From an optimization exercise on the open Yosys and OpenROAD flow, aimed at small area, a short achievable clock period and few clock cycles per item; shortcuts taken in it are not production practice.
At most, simulation tests tie the RTL to the original design; equivalence was not proved.
Power is estimated from default activity; no workload was simulated.

==> module agc4_alu, before the edit <==
module agc4_alu (
    input  wire        clk,
    input  wire        rst,       
    input  wire        start,
    input  wire [2:0]  op,
    input  wire [15:0] a_in,      
    input  wire [15:0] k_in,      
    output wire        ready,
    output reg         done,
    output wire [15:0] res_a,
    output wire [15:0] res_lp,
    output reg  [1:0]  skip
);
    localparam OP_AD   = 3'd0;
    localparam OP_SU   = 3'd1;
    localparam OP_CS   = 3'd2;
    localparam OP_MASK = 3'd3;
    localparam OP_CCS  = 3'd4;
    localparam OP_MP   = 3'd5;
    localparam OP_DV   = 3'd6;
    localparam OP_TS   = 3'd7;
    reg         busy;       
    reg  [2:0]  cnt;        
    reg         md_dv;      
    reg         neg;        
    reg         inc;        
    reg  [15:0] h;          
    reg  [13:0] l;          
    reg  [13:0] d;          
    assign ready = !busy;
    wire [15:0] add_b = op[0] ? ~k_in : k_in;
    wire [16:0] add_s = {1'b0, a_in} + {1'b0, add_b};
    wire [15:0] nabs_k  = k_in[15] ? k_in : ~k_in;               
    wire        k_zero  = (k_in == 16'o000000) || (k_in == 16'o177777);
    wire        a_ovf   = a_in[15] ^ a_in[14];
    wire [15:0] ts_r    = a_ovf ? 16'o000001 : a_in;
    wire [13:0] abs_a   = a_in[15] ? ~a_in[13:0] : a_in[13:0];
    wire        sr  = h[14];                                    
    wire [14:0] dd  = sr ? {1'b0, d} : ~{1'b0, d};              
    wire [14:0] t1  = {h[13:0], 1'b0} + dd + {14'd0, ~sr};
    wire [14:0] ca  = {h[12:0], 2'b00} + dd + {14'd0, ~sr};
    wire [15:0] x3  = md_dv ? {1'b0, h[12:0], 2'b00} : {2'b00, h[13:0]};
    wire [15:0] y3  = md_dv ? {dd, ~sr} : {1'b0, d & {14{l[1]}}, 1'b0};
    wire [15:0] z3  = md_dv ? {dd[14], dd} : {2'b00, d & {14{l[0]}}};
    wire [15:0] cs_s = x3 ^ y3 ^ z3;
    wire [15:0] cs_c = (x3 & y3) | (x3 & z3) | (y3 & z3);
    wire [15:0] cb  = cs_s + {cs_c[14:0], md_dv & ~sr} + {15'd0, md_dv & ~sr};
    wire        pick_b = (t1[14] == sr);
    wire [14:0] s2  = pick_b ? cb[14:0] : ca;
    wire [13:0] l_rev = {l[0], l[1], l[2], l[3], l[4], l[5], l[6],
                         l[7], l[8], l[9], l[10], l[11], l[12], l[13]};
    wire [15:0] h_inc = h + {15'd0, inc};
    assign res_a  = (md_dv ? {2'b00, l_rev} : h_inc) ^ {16{neg}};
    assign res_lp = {2'b00, l} ^ {16{neg}};
    always @(posedge clk) begin
        if (rst) begin
            busy <= 1'b0;
            done <= 1'b0;
        end else if (busy) begin
            busy <= (cnt != 3'd0);
            done <= (cnt == 3'd0);
        end else begin
            busy <= start && (op == OP_MP || op == OP_DV);
            done <= start && !(op == OP_MP || op == OP_DV);
        end
    end
    always @(posedge clk) begin
        skip <= 2'd0;
        inc  <= 1'b0;
        if (busy) begin
            cnt <= cnt - 3'd1;
            if (md_dv) begin
                h <= {1'b0, s2};
                l <= {~s2[14], ~t1[14], l[13:2]};
            end else begin
                h <= {2'b00, cb[15:2]};
                l <= {cb[1:0], l[13:2]};
            end
        end else begin
            cnt   <= 3'd6;
            md_dv <= (op == OP_DV);
            neg   <= 1'b0;
            d     <= ~nabs_k[13:0];
            l     <= abs_a;
            case (op)
                OP_AD, OP_SU: begin
                    h   <= add_s[15:0];
                    inc <= add_s[16];
                end
                OP_CS: begin
                    h    <= k_in;
                    neg  <= 1'b1;
                end
                OP_MASK:      h <= a_in & k_in;
                OP_CCS: begin
                    h    <= nabs_k;
                    inc  <= !k_zero;
                    neg  <= 1'b1;
                    skip <= {k_in[15], k_zero};
                end
                OP_MP: begin
                    h    <= 16'd0;
                    neg  <= a_in[15] ^ k_in[15];
                end
                OP_DV: begin
                    h    <= {2'b00, abs_a};
                    neg  <= a_in[15] ^ k_in[15];
                end
                default: begin    
                    h    <= ts_r;
                    neg  <= a_ovf & a_in[15];
                    skip <= {1'b0, a_ovf};
                end
            endcase
        end
    end
endmodule
export LEC_CHECK = 0
export CAP_MARGIN = 20
export CORE_MARGIN = 2
export CORE_UTILIZATION = 55
export PLACE_DENSITY = 0.7
export SETUP_SLACK_MARGIN = 3.1
export SLEW_MARGIN = 20
create_clock -name core_clock -period 7.0 [get_ports {clk}]
standard.sh (not shown) runs the stock make flow with config.mk's settings and CLKGATE_MAP_FILE= SYNTH_SCRIPT=/design/flow/synth_recipe.tcl, a recipe that flattens the netlist after the stock synthesis.
==> flow/flow/run.sh <==
#!/bin/bash
# Standard layout, with the input and output port buffers made as buf_2
# instead of the flow's default choice. Each tool's output goes to the
# ORFS logs; make's own output goes to standard.log.
set -euo pipefail
export BUFFER_PORTS_ARGS="-buffer_cell sky130_fd_sc_hd__buf_2"
bash standard.sh > standard.log 2>&1
Testbench counts at the start, summed over its fixed seeds: cycles 10,046, items 3,200.
Next try:
--- a/flow/design.v
+++ b/flow/design.v
@@ -52,5 +52,5 @@
     wire [15:0] h_inc = h + {15'd0, inc};
     assign res_a  = (md_dv ? {2'b00, l_rev} : h_inc) ^ {16{neg}};
-    assign res_lp = {2'b00, l} ^ {16{neg}};
+    assign res_lp = {neg, neg, l};
     always @(posedge clk) begin
         if (rst) begin
@@ -75,5 +75,5 @@
             end else begin
                 h <= {2'b00, cb[15:2]};
-                l <= {cb[1:0], l[13:2]};
+                l <= {cb[1:0] ^ {2{neg}}, l[13:2]};    
             end
         end else begin
Effect: The new run completed with no timing, DRC or antenna violations; design area shrinks by 2.7%; non-clock buffer count rises by 7; utilization grows by 0.62 points; global-route usage rises by 0.67 points; power falls by 4.9%; die area goes down by about 2.6%; count of clock-buffer cells in the layout falls by 1.
For the second run of this note, only the layout was checked, not whether the RTL still works.

---

## the reference run
The RTL this note starts from:
==> flow/design.v <==
module agc4_alu (
    input  wire        clk,
    input  wire        rst,       
    input  wire        start,
    input  wire [2:0]  op,
    input  wire [15:0] a_in,      
    input  wire [15:0] k_in,      
    output wire        ready,
    output reg         done,
    output wire [15:0] res_a,
    output wire [15:0] res_lp,
    output reg  [1:0]  skip
);
    localparam OP_AD   = 3'd0;
    localparam OP_SU   = 3'd1;
    localparam OP_CS   = 3'd2;
    localparam OP_MASK = 3'd3;
    localparam OP_CCS  = 3'd4;
    localparam OP_MP   = 3'd5;
    localparam OP_DV   = 3'd6;
    localparam OP_TS   = 3'd7;
    reg         busy;       
    reg  [2:0]  cnt;        
    reg         md_dv;      
    reg         neg;        
    reg         inc;        
    reg  [15:0] h;          
    reg  [13:0] l;          
    reg  [13:0] d;          
    assign ready = !busy;
    wire [15:0] add_b = op[0] ? ~k_in : k_in;
    wire [16:0] add_s = {1'b0, a_in} + {1'b0, add_b};
    wire [15:0] nabs_k  = k_in[15] ? k_in : ~k_in;               
    wire        k_zero  = (k_in == 16'o000000) || (k_in == 16'o177777);
    wire        a_ovf   = a_in[15] ^ a_in[14];
    wire [15:0] ts_r    = a_ovf ? 16'o000001 : a_in;
    wire [13:0] abs_a   = a_in[15] ? ~a_in[13:0] : a_in[13:0];
    wire        sr  = h[14];                                    
    wire [14:0] dd  = sr ? {1'b0, d} : ~{1'b0, d};              
    wire [14:0] t1  = {h[13:0], 1'b0} + dd + {14'd0, ~sr};
    wire [14:0] ca  = {h[12:0], 2'b00} + dd + {14'd0, ~sr};
    wire [15:0] x3  = md_dv ? {1'b0, h[12:0], 2'b00} : {2'b00, h[13:0]};
    wire [15:0] y3  = md_dv ? {dd, ~sr} : {1'b0, d & {14{l[1]}}, 1'b0};
    wire [15:0] z3  = md_dv ? {dd[14], dd} : {2'b00, d & {14{l[0]}}};
    wire [15:0] cs_s = x3 ^ y3 ^ z3;
    wire [15:0] cs_c = (x3 & y3) | (x3 & z3) | (y3 & z3);
    wire [15:0] cb  = cs_s + {cs_c[14:0], md_dv & ~sr} + {15'd0, md_dv & ~sr};
    wire        pick_b = (t1[14] == sr);
    wire [14:0] s2  = pick_b ? cb[14:0] : ca;
    wire [13:0] l_rev = {l[0], l[1], l[2], l[3], l[4], l[5], l[6],
                         l[7], l[8], l[9], l[10], l[11], l[12], l[13]};
    wire [15:0] h_inc = h + {15'd0, inc};
    assign res_a  = (md_dv ? {2'b00, l_rev} : h_inc) ^ {16{neg}};
    assign res_lp = {2'b00, l} ^ {16{neg}};
    always @(posedge clk) begin
        if (rst) begin
            busy <= 1'b0;
            done <= 1'b0;
        end else if (busy) begin
            busy <= (cnt != 3'd0);
            done <= (cnt == 3'd0);
        end else begin
            busy <= start && (op == OP_MP || op == OP_DV);
            done <= start && !(op == OP_MP || op == OP_DV);
        end
    end
    always @(posedge clk) begin
        skip <= 2'd0;
        inc  <= 1'b0;
        if (busy) begin
            cnt <= cnt - 3'd1;
            if (md_dv) begin
                h <= {1'b0, s2};
                l <= {~s2[14], ~t1[14], l[13:2]};
            end else begin
                h <= {2'b00, cb[15:2]};
                l <= {cb[1:0], l[13:2]};
            end
        end else begin
            cnt   <= 3'd6;
            md_dv <= (op == OP_DV);
            neg   <= 1'b0;
            d     <= ~nabs_k[13:0];
            l     <= abs_a;
            case (op)
                OP_AD, OP_SU: begin
                    h   <= add_s[15:0];
                    inc <= add_s[16];
                end
                OP_CS: begin
                    h    <= k_in;
                    neg  <= 1'b1;
                end
                OP_MASK:      h <= a_in & k_in;
                OP_CCS: begin
                    h    <= nabs_k;
                    inc  <= !k_zero;
                    neg  <= 1'b1;
                    skip <= {k_in[15], k_zero};
                end
                OP_MP: begin
                    h    <= 16'd0;
                    neg  <= a_in[15] ^ k_in[15];
                end
                OP_DV: begin
                    h    <= {2'b00, abs_a};
                    neg  <= a_in[15] ^ k_in[15];
                end
                default: begin    
                    h    <= ts_r;
                    neg  <= a_ovf & a_in[15];
                    skip <= {1'b0, a_ovf};
                end
            endcase
        end
    end
endmodule
make LEC_CHECK=0 ABC_CLOCK_PERIOD_IN_PS=3700 CAP_MARGIN=20 CORE_MARGIN=2 CORE_UTILIZATION=40 PLACE_DENSITY=0.6 SETUP_SLACK_MARGIN=3.3 SLEW_MARGIN=20 finish   # period 7.0 ns
run.sh (not shown) runs the stock make flow with config.mk's settings and CLKGATE_MAP_FILE= SYNTH_SCRIPT=/design/flow/synth_recipe.tcl, a recipe that flattens the netlist after the stock synthesis.
Stock flow here: none of the scripts above is used.
Testbench counts of the reference run, summed over its fixed seeds: cycles 10,046, items 3,200.
Relative to the reference run, the following input files were edited for the trial run:
==> flow/design.v <==
module agc4_alu (
    input  wire        clk,
    input  wire        rst,       
    input  wire        start,
    input  wire [2:0]  op,
    input  wire [15:0] a_in,      
    input  wire [15:0] k_in,      
    output wire        ready,
    output reg         done,
    output wire [15:0] res_a,
    output wire [15:0] res_lp,
    output reg  [1:0]  skip
);
    localparam OP_AD   = 3'd0;
    localparam OP_SU   = 3'd1;
    localparam OP_CS   = 3'd2;
    localparam OP_MASK = 3'd3;
    localparam OP_CCS  = 3'd4;
    localparam OP_MP   = 3'd5;
    localparam OP_DV   = 3'd6;
    localparam OP_TS   = 3'd7;
    reg         busy;       
    reg  [2:0]  cnt;        
    reg         md_dv;      
    reg         neg;        
    reg         inc;        
    reg  [15:0] h;          
    reg  [13:0] l;          
    reg  [13:0] d;          
    assign ready = !busy;
    wire [15:0] add_b = op[0] ? ~k_in : k_in;
    wire [16:0] add_s = {1'b0, a_in} + {1'b0, add_b};
    wire [15:0] abs_k16 = k_in[15] ? ~k_in : k_in;
    wire        k_zero  = (k_in == 16'o000000) || (k_in == 16'o177777);
    wire [15:0] ccs_r   = k_zero ? 16'd0 : abs_k16 - 16'd1;
    wire        a_ovf   = a_in[15] ^ a_in[14];
    wire [15:0] ts_r    = a_ovf ? (a_in[15] ? 16'o177776 : 16'o000001) : a_in;
    wire [13:0] abs_a   = a_in[15] ? ~a_in[13:0] : a_in[13:0];
    wire [14:0] x1 = md_dv ? {h[13:0], 1'b0} : {1'b0, h[13:0]};
    wire [14:0] y1 = md_dv ? (h[14] ? {1'b0, d} : ~{1'b0, d}) : {1'b0, d & {14{l[0]}}};
    wire [14:0] s1 = x1 + y1 + {14'd0, md_dv & ~h[14]};
    wire [14:0] x2 = md_dv ? {s1[13:0], 1'b0} : {1'b0, s1[14:1]};
    wire [14:0] y2 = md_dv ? (s1[14] ? {1'b0, d} : ~{1'b0, d}) : {1'b0, d & {14{l[1]}}};
    wire [14:0] s2 = x2 + y2 + {14'd0, md_dv & ~s1[14]};
    wire [13:0] l_rev = {l[0], l[1], l[2], l[3], l[4], l[5], l[6],
                         l[7], l[8], l[9], l[10], l[11], l[12], l[13]};
    wire [15:0] h_inc = h + {15'd0, inc};
    assign res_a  = (md_dv ? {2'b00, l_rev} : h_inc) ^ {16{neg}};
    assign res_lp = {2'b00, l} ^ {16{neg}};
    always @(posedge clk) begin
        if (rst) begin
            busy <= 1'b0;
            done <= 1'b0;
        end else if (busy) begin
            busy <= (cnt != 3'd0);
            done <= (cnt == 3'd0);
        end else begin
            busy <= start && (op == OP_MP || op == OP_DV);
            done <= start && !(op == OP_MP || op == OP_DV);
        end
    end
    always @(posedge clk) begin
        skip <= 2'd0;
        inc  <= 1'b0;
        if (busy) begin
            cnt <= cnt - 3'd1;
            if (md_dv) begin
                h <= {1'b0, s2};
                l <= {~s2[14], ~s1[14], l[13:2]};
            end else begin
                h <= {2'b00, s2[14:1]};
                l <= {s2[0], s1[0], l[13:2]};
            end
        end else begin
            cnt   <= 3'd6;
            md_dv <= (op == OP_DV);
            neg   <= (op == OP_MP || op == OP_DV) && (a_in[15] ^ k_in[15]);
            d     <= abs_k16[13:0];
            l     <= abs_a;
            case (op)
                OP_AD, OP_SU: begin
                    h   <= add_s[15:0];
                    inc <= add_s[16];
                end
                OP_CS:        h <= ~k_in;
                OP_MASK:      h <= a_in & k_in;
                OP_CCS: begin
                    h    <= ccs_r;
                    skip <= {k_in[15], k_zero};
                end
                OP_MP:        h <= 16'd0;
                OP_DV:        h <= {2'b00, abs_a};
                default: begin    
                    h    <= ts_r;
                    skip <= {1'b0, a_ovf};
                end
            endcase
        end
    end
endmodule
[summary]
Compared to the reference run, the trial run has number of non-clock inverters 16 lower. The share of the final layout cell area in sequential cells was comparable across the reference run and the trial run. The final weighted congestion in routability-driven placement in the trial run was lower than what the reference run gave. On total via count after detailed routing, the reference run and the trial run are neck and neck. For the largest net degree at the start of global routing, the trial run came in 2.2% higher than the reference run did. Taking the reference run as the reference, in the trial run met2 usage in global routing lower; total of plain and repair buffers excluding clock buffers higher; routed wire length lower; clock-cell share of area higher.
Testbench counts of the trial run, summed over its fixed seeds: cycles 10,046, items 3,200.

[separate check: timing with driven ports]
No port has a modelled driver above. Below, the same layouts with a new extraction and two added sets of constraints.
Step 1 assumes that a clkbuf_16 drives the clock port and a buf_2 every other input.
Step 2 moves the port delays by t, midway between the first and last clock arrival at a register: inputs arrive t later, outputs are due t later. That takes back most of the time a late clock gives input paths.
Slacks: no drivers / after step 1 / after step 2; pairs: no drivers / after step 1.
| run | shift t [ns] | setup WS [ns] | hold WS [ns] |
|---|---|---|---|
| the first run of note 1 | 0.333 | 3.220 / 3.190 / 2.930 | 0.406 / 0.406 / 0.406 |
| the second run of note 1 | 0.326 | 3.028 / 3.028 / 2.836 | 0.415 / 0.415 / 0.415 |
| the reference run | 0.329 | 3.201 / 3.201 / 3.035 | 0.408 / 0.408 / 0.408 |
| the trial run | 0.333 | 1.898 / 1.898 / 1.898 | 0.428 / 0.428 / 0.428 |
After both steps setup and hold are still met in every run listed. For the first run of note 1, which loses most, drivers alone change the setup slack by -0.030 ns; drivers and shift together by -0.290 ns.
